Context: an optimization exercise on an open-source flow, tuned for small area, a short achievable clock period and few clock cycles. The choices shown serve that exercise and are no tape-out recipe. In this exercise RTL edits were held to simulation tests only and were not proved equivalent to the original. Power figures rest on the tool's default switching activity, not on a simulated workload.

Setup of oak:
## tr1_bitcodec
module tr1_bitcodec (
    input  wire        clk,
    input  wire        rst,         
    input  wire        bus_en,      
    input  wire        bus_we,      
    input  wire [1:0]  bus_space,   
    input  wire [5:0]  bus_addr,    
    input  wire [31:0] bus_wdata,
    output reg  [31:0] bus_rdata,   
    output wire        busy         
);
    localparam W    = 8;                  
    localparam LW   = (W == 8) ? 3 : 4;   
    localparam NW   = 256 / W;            
    localparam AW   = 8 - LW;             
    localparam HG   = (W + 6) / 7;        
    localparam HENC = 7 * W / 4;          
    localparam KMAX = (HENC > 16) ? HENC : 16;    
    localparam CW   = W + KMAX + W;       
    localparam [31:0] CRC_POLY    = 32'h04C11DB7;
    localparam [31:0] CRC_RESIDUE = 32'hC704DD7B;    
    localparam [7:0]  FLAG        = 8'b0111_1110;    
    localparam [2:0] K_CHUNK  = 3'd0;
    localparam [2:0] K_TRL1   = 3'd1;
    localparam [2:0] K_TRL2   = 3'd2;
    localparam [2:0] K_EFLAG  = 3'd3;
    localparam [2:0] K_BUBBLE = 3'd4;
    localparam [2:0] K_WAIT   = 3'd5;
    localparam [2:0] K_SFLAG  = 3'd6;
    localparam [2:0] K_RL1    = 3'd7;
    integer j, t, m, a, b, w;
    reg [255:0] in_bits;    
    reg [255:0] out_bits;
    reg [31:0]  in_blen;
    reg [8:0]   out_blen;
    reg         busy_r;
    reg         err_r;
    reg [3:0]   code_r;
    assign busy = busy_r;
    wire host_wr = bus_en & bus_we & ~busy_r;
    wire [8:0] L = in_blen[8:0];
    wire signed [9:0] Ls = {1'b0, L};
    reg [2:0]    kph;           
    reg          op_bst, op_crc, op_ham, op_var;    
    reg          cnt_pass;      
    reg          legal_q;       
    reg          chk_q;         
    reg [LW-1:0] sh;            
    reg [AW:0]   rp;            
    reg [W-1:0]  raw_q;         
  ...
==> flow/config.mk <==
export PLATFORM = sky130hd
export DESIGN_NAME = tr1_bitcodec
export DESIGN_NICKNAME = tr1_bitcodec
export VERILOG_FILES = /design/flow/design.v
export SDC_FILE = /design/flow/constraint.sdc
export NUM_CORES = 4
export LEC_CHECK = 0
export ABC_AREA = 1
export CAP_MARGIN = 20
export CORE_MARGIN = 2
export CORE_UTILIZATION = 55
export SETUP_SLACK_MARGIN = 4.8
export SLEW_MARGIN = 20
export TNS_END_PERCENT = 100
==> flow/constraint.sdc <==
create_clock -name core_clock -period 8.0 [get_ports {clk}]
set_input_delay 1.6000 -clock core_clock [delete_from_list [all_inputs] [get_ports {clk}]]
set_output_delay 1.6000 -clock core_clock [all_outputs]
set_load 0.01 [all_outputs]
standard.sh (not shown) runs the stock make flow with config.mk's settings and CLKGATE_MAP_FILE= SYNTH_SCRIPT=/design/flow/synth_recipe.tcl, a recipe that flattens the netlist after the stock synthesis.
==> flow/flow/run.sh <==
#!/bin/bash
# The standard layout (standard.sh), with one change: ABC maps the synthesized
# logic with the area script in flow/abc_area.script (ABC's &nf mapper after
# &dch) instead of ORFS's map-based area script. Registers are mapped before
# ABC runs, so they are the standard synthesis's.
set -euo pipefail
rm -rf scripts_abc
mkdir scripts_abc
cp -rL "$FLOW_HOME/scripts/." scripts_abc/
cp flow/abc_area.script scripts_abc/abc_area.script
export SCRIPTS_DIR="$PWD/scripts_abc"
bash standard.sh > standard.log 2>&1
==> flow/flow/abc_area.script <==
strash
&get -n
&fraig -x
&put
scorr
dc2
strash
&get -n
&dch -f
&nf {D}
&put
Testbench counts of oak, summed over its fixed seeds: cycles 16,814.
## Diff of input files: pine against oak
Settings: a change of SETUP_SLACK_MARGIN from 4.8 to 4.6.
--- outcome ---
Non-clock buffer contribution to total cell area: pine and oak compared, higher one is oak
Proportion of power drawn by the clock network: pine vs oak up 1.2 points
Number of multi-input logic gates went down slightly going from oak to pine.
Max final area across pine and oak: oak
[inputs] birch vs pine
Settings: a change of TNS_END_PERCENT from 100 to 0; a change of CORE_UTILIZATION from 55 to 45.
Findings:
birch: all stages complete, timing, DRC and antenna checks passed. pine reached the final stage; the timing, DRC and antenna checks on its layout passed. | relative contribution of combinational cells to total power | lower: birch |. STATUS area of the die: birch loses against pine. Looking at critical path launch point, the rem[5]$_DFFE_PP_ result is from birch; the rem[6]$_DFFE_PP_ one comes from pine. Compared with pine, birch instantiates a larger number of cells.

## port drivers added, routing unchanged
The results above use ideal ports. As a check the final layouts listed here were re-extracted and re-timed, cells and wires unchanged.
Step 1 (the two cells are an assumption about what drives the block):
set clk [get_ports {clk}]
set_driving_cell -lib_cell sky130_fd_sc_hd__clkbuf_16 $clk
set_driving_cell -lib_cell sky130_fd_sc_hd__buf_2 [delete_from_list [all_inputs] $clk]
Step 2 also shifts input and output timing later by t, the mid clock arrival at the registers, as if the neighbouring blocks saw the same clock.
Three values: ideal, step 1, step 2; two values: the first two.
| run | t (ns) | slack for setup (ns) | latest minus earliest clock arrival (ns) |
|---|---|---|---|
| oak | 0.694 | 4.603 / 4.618 / 3.930 | 0.029 / 0.030 |
| pine | 0.697 | 4.541 / 4.541 / 3.922 | 0.041 / 0.040 |
| birch | 0.697 | 4.344 / 4.344 / 3.785 | 0.042 / 0.043 |
After both steps every run listed still meets setup and hold. The setup slack of oak, which loses most, moves by +0.015 ns with the drivers and by -0.673 ns with both steps.
